Context: an optimization exercise on an open-source flow, tuned for small area, a short achievable clock period and few clock cycles. The choices shown serve that exercise and are no tape-out recipe.
In this exercise RTL edits were held to simulation tests only and were not proved equivalent to the original.
Power and IR drop assume default switching activity.

==> quartz: inputs <==
==> flow/design.v (excerpt) <==
module cgfc #(
    parameter RAM_SIZE = 256,
    parameter AW       = 8           
) (
    input             clk,
    input             rst,           
    input             req,
    input             we,
    input      [16:0] addr,
    input      [1:0]  size,
    input      [31:0] wdata,
    output            ack,
    output     [31:0] rdata,
    output            berr
);
    localparam [7:0] C_OK        = 8'h00, C_ENC_BYTE  = 8'h01, C_ENC_END  = 8'h02,
                     C_DEC_START = 8'h03, C_DEC_DATA  = 8'h04, C_DEC_CMPL = 8'h05,
                     E_ILLEGAL   = 8'h80, E_CONFIG    = 8'h81, E_BOUNDS   = 8'h82,
                     E_CRC       = 8'h83, E_MALFORMED = 8'h84, E_OVERFLOW = 8'h85,
                     E_OVF_END   = 8'h86;
    localparam [1:0] ENC_DONE = 2'd0, ENC_CODE = 2'd1, ENC_DATA = 2'd2, ENC_TERM = 2'd3;
    localparam [1:0] DEC_IDLE = 2'd0, DEC_BLOCK = 2'd1, DEC_PBLOCK = 2'd2;
    localparam [3:0] S_IDLE  = 4'd0,   
                     S_DONE  = 4'd1,   
                     S_CRC   = 4'd2,   
                     S_SCAN  = 4'd3,   
                     S_BDATA = 4'd4,   
                     S_BTAIL = 4'd5,   
                     S_VDATA = 4'd6,   
                     S_VCRC  = 4'd7,   
                     S_WORD  = 4'd8,   
                     S_RD    = 4'd9,   
                     S_WAIT  = 4'd10;  
    reg [7:0]  st_code;
    reg        st_err;
    reg        st_fvalid;
    reg [2:0]  cfg_w;
    reg [7:0]  cfg_n;
    reg [31:0] arg0, arg1, arg2, arg3;
    reg [15:0] crc_acc;
    reg [1:0]  enc_st;
    reg [7:0]  enc_blk;
    reg        enc_zero;
    reg [AW:0] enc_ptr, enc_rem;
    reg [7:0]  enc_out;
    reg [1:0]  dec_st;
    reg [7:0]  dec_cnt;
    reg        dec_ovf;
    reg [AW:0] dec_base, dec_cap, dec_len;
    reg [AW:0] frm_len;
    reg [15:0] frm_crc, frm_resp, frm_wval;
    reg [31:0] frm_sval;
    reg [3:0]  state;
    reg [AW:0] ptr;         
  ...
clock: 10.0 ns
lec_check: 0
cap_margin: 20
cell_pad_in_sites_detail_placement: 1
cell_pad_in_sites_global_placement: 1
core_margin: 2
core_utilization: 45
place_density: 0.6
setup_slack_margin: 4
slew_margin: 20
tns_end_percent: 5
standard.sh (not shown) runs the stock make flow with config.mk's settings and CLKGATE_MAP_FILE= SYNTH_SCRIPT=/design/flow/synth_recipe.tcl, a recipe that flattens the netlist after the stock synthesis.
==> flow/flow/run.sh <==
#!/bin/bash
# The standard layout (standard.sh: the standard flow's synthesis and ORFS steps, unchanged
# settings from config.mk), with two differences in how it sizes cells:
#  - the port buffers are buf_4 cells instead of the delay-cell buffer
#    buffer_ports picks by default;
#  - the resizer may swap a cell for one of another footprint
#    (MATCH_CELL_FOOTPRINT=0), so those buffers and the logic can be resized.
# ORFS writes each step's full log under orfs/logs/; make's own output goes to
# standard.log here.
set -euo pipefail
cd "$(dirname "$0")/.."
bash standard.sh MATCH_CELL_FOOTPRINT=0 \
    "BUFFER_PORTS_ARGS=-buffer_cell sky130_fd_sc_hd__buf_4" finish > standard.log 2>&1
==> violet: changes against quartz <==
--- a/flow/design.v
+++ b/flow/design.v
@@ -57,12 +57,14 @@
     reg        first;       
     reg        ptr_off4;    
     reg        cflag;       
     reg        btail;       
     reg        bs1;         
+    reg [AW:0] flen;        
     reg [AW:0] k;           
     reg        bs_done;     
+    reg [15:0] resp;        
     reg        woob;        
     reg [3:0]  rd_sel;      
     function [15:0] crc_step(input [15:0] a, input [7:0] b);
         integer i;
         reg [15:0] c;
@@ -88,16 +90,11 @@
     wire        z_r  = rsv == 8'h00;
     wire        z_i  = imm == 8'h00;
     wire op_multi = op == 8'h12 || op == 8'h40 || op == 8'h41 || op == 8'h42 ||
                     op == 8'h48 || op == 8'h49 || op == 8'h4A || op == 8'h50 ||
                     (op == 8'h21 && ((enc_st == ENC_CODE && !bs_done) || pw_en));
-    reg  [2:0]    pf_v;     
-    reg  [AW-1:0] pf_a;     
-    reg  [23:0]   pf_d;
-    wire pf_hit   = ram_win && size == 2'd0 && !we && addr[15:AW] == 0 &&
-                    addr[AW-1:0] == pf_a && pf_v[0];
-    wire two_cyc  = (ram_ok && !we && !pf_hit) || (is_cmd && op_multi);
+    wire two_cyc  = (ram_ok && !we) || (is_cmd && op_multi);
     function [10:0] dl2_of(input [7:0] n, input [2:0] w);
         reg [10:0] n1;
         begin
             n1 = {3'd0, n} + 11'd1;
             case (w)
@@ -108,10 +105,11 @@
         end
     endfunction
     reg  [10:0] dl2;         
     reg         span_oob;    
     reg  [5:0]  oobf;        
+    reg         cfg_dirty;   
     wire        w_ok  = cfg_w == 3'd2 || cfg_w == 3'd3 || cfg_w == 3'd4;
     wire [10:0] w11   = {8'd0, cfg_w};
     wire [10:0] dl0   = w11;                                
     wire [10:0] dl1   = {w11[9:0], 1'b0};                   
     wire        a0big = arg0[31:AW+1] != 0;                 
@@ -151,13 +149,13 @@
             oobf     <= 6'b000000;
         end else begin
             if (wr_cfg) dl2 <= dl2_w;
             if (wr_a0)  span_oob <= span_of(wdata, arg1);
             if (wr_a1)  span_oob <= span_of(arg0, wdata);
-            if (wr_a0)  oobf <= oob_of(wdata, cfg_w, dl2);
-            if (wr_cfg) oobf <= oob_of(arg0, wdata[2:0], dl2_w);
+            oobf <= wr_a0 ? oob_of(wdata, cfg_w, dl2) : oob_of(arg0, cfg_w, dl2);
         end
+        cfg_dirty <= !rst && !do_soft && wr_cfg;
     end
     wire oob0a = oobf[0], oob1a = oobf[1], oob2a = oobf[2];
     wire oob0b = oobf[3], oob1b = oobf[4], oob2b = oobf[5];
     wire [1:0]  shp   = op[1:0];
     wire [10:0] dl_s  = (shp == 2'd0) ? dl0 : (shp == 2'd1) ? dl1 : dl2;
@@ -192,32 +190,36 @@
     wire [31:0]   bdv;      
     wire [3:0]    bmask;
     wire          host_w;
     wire          dec_w;
     wire          bld_w;
-    reg           pw_en;
-    reg  [AW-1:0] pw_a;
-    reg  [7:0]    pw_d;
-    always @(posedge clk) begin
-        pw_en <= !rst && (host_w || dec_w);
-        pw_a  <= host_w ? addr[AW-1:0] : dec_wa;
-        pw_d  <= host_w ? wdata[7:0] : dec_byte;
-    end
+    wire [3:0]    pw_bank;
+    wire          pw_en = |pw_bank;
     wire [AW-1:0] dec_wa;
     wire [7:0]    dec_byte;
     wire [31:0] bank_q;
     genvar gb;
     generate
         for (gb = 0; gb < 4; gb = gb + 1) begin : bank
             reg  [7:0]    mem [0:(RAM_SIZE/4)-1];
             wire [1:0]    bi  = gb;
             wire [1:0]    wl  = bi - rp[1:0];                
-            wire          we_b = pw_en ? pw_a[1:0] == bi : bld_w && bmask[wl];
-            wire [AW-3:0] wr  = pw_en ? pw_a[AW-1:2] : prow[(AW-2)*gb +: (AW-2)];
-            wire [7:0]    wd  = pw_en ? pw_d : bdv[8*wl +: 8];
-            always @(posedge clk)
-                if (we_b) mem[wr] <= wd;
+            wire          we_b = host_w ? addr[1:0] == bi :
+                                 dec_w  ? dec_wa[1:0] == bi : bld_w && bmask[wl];
+            wire [AW-3:0] wr  = host_w ? addr[AW-1:2] :
+                                dec_w  ? dec_wa[AW-1:2] : prow[(AW-2)*gb +: (AW-2)];
+            wire [7:0]    wd  = host_w ? wdata[7:0] : dec_w ? dec_byte : bdv[8*wl +: 8];
+            reg           pwe;
+            reg  [AW-3:0] pwr;
+            reg  [7:0]    pwd;
+            always @(posedge clk) begin
+                pwe <= !rst && we_b;
+                pwr <= wr;
+                pwd <= wd;
+                if (pwe) mem[pwr] <= pwd;
+            end
+            assign pw_bank[gb] = pwe;
             assign bank_q[8*gb +: 8] = mem[prow[(AW-2)*gb +: (AW-2)]];
         end
     endgenerate
     wire [63:0] bq2 = {bank_q, bank_q};
     wire [31:0] win = bq2[8*rp[1:0] +: 32];
@@ -295,11 +297,11 @@
                      !(req && is_cmd && (op == 8'h01 || op == 8'h20 || op == 8'h21));
     wire   bs_adv  = bs_keep && enc_st == ENC_CODE && !bs_done;
     assign berr  = !(reg_ok || ram_ok);
     wire [7:0] ram_rd = ({8{rd_sel[0]}} & bank_q[7:0])   | ({8{rd_sel[1]}} & bank_q[15:8]) |
                         ({8{rd_sel[2]}} & bank_q[23:16]) | ({8{rd_sel[3]}} & bank_q[31:24]);
-    assign rdata = {24'd0, ram_rd | (pf_hit ? pf_d[7:0] : 8'h00)} | ({32{reg_rd_ok}} & reg_mux);
+    assign rdata = {24'd0, ram_rd} | ({32{reg_rd_ok}} & reg_mux);
     assign dec_wa = dec_base[AW-1:0] + dec_len[AW-1:0];
     wire          dec_room = !dec_ovf && dec_len < dec_cap;
     wire          cmd_dec = idle && req && is_cmd && op == 8'h31 && z_f && z_r;
     wire dec_emit_lit = dec_st != DEC_IDLE && dec_cnt != 8'd0 && imm != 8'h00;
     wire dec_emit_zero = dec_st == DEC_BLOCK && dec_cnt == 8'd0 && imm != 8'h00;
@@ -335,17 +337,16 @@
             dec_st    <= DEC_IDLE; dec_cnt <= 8'd0; dec_ovf <= 1'b0;
             dec_base  <= 0; dec_cap <= 0; dec_len <= 0;
             frm_len   <= 0; frm_crc <= 16'd0; frm_resp <= 16'd0; frm_wval <= 16'd0;
             frm_sval  <= 32'd0;
             ptr_n = 0; cnt <= 0; acc <= 16'd0; first <= 1'b0; ptr_off4 <= 1'b0;
-            cflag <= 1'b0; btail <= 1'b0; bs1 <= 1'b0;
-            rd_sel <= 4'b0000; pf_v <= 3'b000; pf_a <= 0; pf_d <= 24'd0; k <= 0; bs_done <= 1'b0; woob <= 1'b0;
+            cflag <= 1'b0; btail <= 1'b0; bs1 <= 1'b0; flen <= 0;
+            rd_sel <= 4'b0000; k <= 0; bs_done <= 1'b0; resp <= 16'd0; woob <= 1'b0;
         end else begin
             case (state)
             S_IDLE: if (req) begin
-                if (ram_ok && !we && pf_hit) begin
-                end else if (ram_ok && !we) begin
+                if (ram_ok && !we) begin
                     ptr_n   = {1'b0, addr[AW-1:0]};
                     rd_sel <= ram_in ? (4'b0001 << addr[1:0]) : 4'b0000;
                     state_n = S_RD;
                 end else if (reg_ok && we && !is_cmd) begin
                     case (addr[15:0])
@@ -485,39 +486,45 @@
                                     dec_ovf <= 1'b1; code = E_OVERFLOW;
                                 end
                             end
                         end
                     end else code = E_ILLEGAL;
-                    8'h40, 8'h41, 8'h42: if (z_f1 && z_r && z_i) begin   
+                    8'h40, 8'h41, 8'h42, 8'h48, 8'h49, 8'h4A: if (cfg_dirty) begin
+                        fin     = 1'b0;                                  
+                        state_n = S_WAIT;
+                    end else if (op[3] == 1'b0) begin
+                      if (z_f1 && z_r && z_i) begin                      
                         if (!w_ok) code = E_CONFIG;
                         else if (b_oob) code = E_BOUNDS;
                         else begin
                             fin      = 1'b0;
                             bs1      <= shp == 2'd1;
                             cflag    <= fl[0];
                             btail    <= tail_s;
-                            frm_len  <= b_len[AW:0];    
+                            flen     <= b_len[AW:0];
                             acc      <= 16'hFFFF;
                             cnt      <= dl_s[AW:0];
                             first    <= 1'b1;
                             ptr_off4 <= 1'b0;
                             state_n    = S_BDATA;
                         end
                     end else code = E_ILLEGAL;
-                    8'h48, 8'h49, 8'h4A: if (z_f && z_r && z_i) begin    
+                    end else begin
+                      if (z_f && z_r && z_i) begin                       
                         if (!w_ok || v_oob) begin
                             code = w_ok ? E_BOUNDS : E_CONFIG;
                             st_fvalid <= 1'b0; frm_resp <= 16'd0;
                         end else begin
                             fin   = 1'b0;
-                            frm_len <= v_len[AW:0];
+                            flen  <= v_len[AW:0];
                             acc   <= 16'hFFFF;
                             cnt   <= dl_s[AW:0];
                             first <= 1'b1;
                             state_n = S_VDATA;
                         end
-                    end else code = E_ILLEGAL;
+                      end else code = E_ILLEGAL;
+                    end
                     8'h50: if (z_f && z_r) begin                         
                         if (!w_ok) code = E_CONFIG;
                         else begin
                             fin   = 1'b0;
                             woob  <= a0big || wend > RAM_SIZE;
@@ -529,13 +536,10 @@
                 end
             end
             S_DONE: state_n = S_IDLE;
             S_RD: begin
                 rd_sel  <= 4'b0000;
-                pf_v    <= (rd_sel != 4'b0000) ? 3'b111 : 3'b000;
-                pf_a    <= ptr[AW-1:0] + 1'b1;
-                pf_d    <= {r3, r2, r1};
                 state_n = S_IDLE;
             end
             S_WAIT: state_n = S_IDLE;
             S_CRC: begin
                 acc <= acc_n;
@@ -565,31 +569,35 @@
                 ptr_off4 <= first;
                 if (last4) begin
                     frm_crc <= acc_n;
                     if (btail) state_n = S_BTAIL;
                     else begin
+                        frm_len <= flen;
                         fin   = 1'b1;
                         state_n = S_IDLE;
                     end
                 end
             end
             S_BTAIL: begin
+                frm_len <= flen;
                 fin   = 1'b1;
                 state_n = S_IDLE;
             end
             S_VDATA: begin
                 acc   <= acc_n;
-                if (first) frm_resp <= {r0, r1};   
+                if (first) resp <= {r0, r1};
                 first <= 1'b0;
                 ptr_n   = ptr + {6'd0, nb};
                 cnt   <= cnt - {6'd0, nb};
                 if (last4) state_n = S_VCRC;
             end
             S_VCRC: begin
                 fin = 1'b1;
                 frm_crc <= acc;
+                frm_len <= flen;
                 if ({r0, r1} == acc) begin
+                    frm_resp  <= resp;
                     st_fvalid <= 1'b1;
                 end else begin
                     frm_resp  <= 16'd0;
                     st_fvalid <= 1'b0;
                     code = E_CRC;
@@ -633,16 +641,10 @@
             end
             if (fin) begin
                 st_code <= code;
                 if (code[7]) st_err <= 1'b1;
             end
-            if (idle && req && we) pf_v <= 3'b000;
-            else if (idle && req && pf_hit) begin
-                pf_v <= {1'b0, pf_v[2:1]};
-                pf_a <= pf_a + 1'b1;
-                pf_d <= {8'h00, pf_d[23:8]};
-            end
             if (idle_n) begin
                 if (!bs_keep) begin
                     k       <= 0;
                     bs_done <= 1'b0;
                 end else if (enc_st == ENC_CODE && !bs_done) begin
TNS_END_PERCENT = 100   (was 5)
==> impl_summary.txt <==
----------------------------------------------------
[Finish]
  Total number of multi-input combinational cells ... 6282

[Clock tree]
  Post-CTS setup buffer count ... 135

[Logic synthesis]
  Post-synthesis simple-gate area fraction ... 0.1005

[Power]
  Switching share of power ... 0.2288
  Relative contribution of combinational cells to total power ... 0.050

[Outcome]
  Result of the run ... timing/DRC/antenna clean

----------------------------------------------------
-- figures above: quartz

==> impl_summary.txt <==
----------------------------------------------------
[Outcome]
  Result of the run ... timing/DRC/antenna clean

[Logic synthesis]
  Post-synthesis simple-gate area fraction ... 0.1023

[Power]
  Switching share of power ... 0.3021

[Finish]
  Total number of multi-input combinational cells ... 6074

[Clock tree]
  Post-CTS setup buffer count ... 199

----------------------------------------------------
-- figures above: violet

Testbench counts of quartz, summed over its fixed seeds: cycles 39,514.
Testbench counts of violet, summed over its fixed seeds: cycles 41,416.

-- afterwards: timing with drivers on the ports --
No port has a modelled driver above. Below, the same layouts with a new extraction and two added sets of constraints.
Step 1, drivers: a clkbuf_16 drives clk and a buf_2 each remaining input, both assumed.
Step 2 also shifts input and output timing later by t, the mid clock arrival at the registers, as if the neighbouring blocks saw the same clock.
Slacks: ideal ports / drivers / drivers and shift; pairs: ideal ports / drivers.
run | shift t [ns] | setup slack, ns | worst setup path after step 2 | pins driven straight from the clock port
quartz | 0.994 | 3.638 / 3.573 / 3.187 | input to register | 1
violet | 0.999 | 3.604 / 3.543 / 3.226 | input to register | 1
After both steps every run listed still meets setup and hold. For quartz, which loses most, drivers alone change the setup slack by -0.065 ns; drivers and shift together by -0.451 ns.
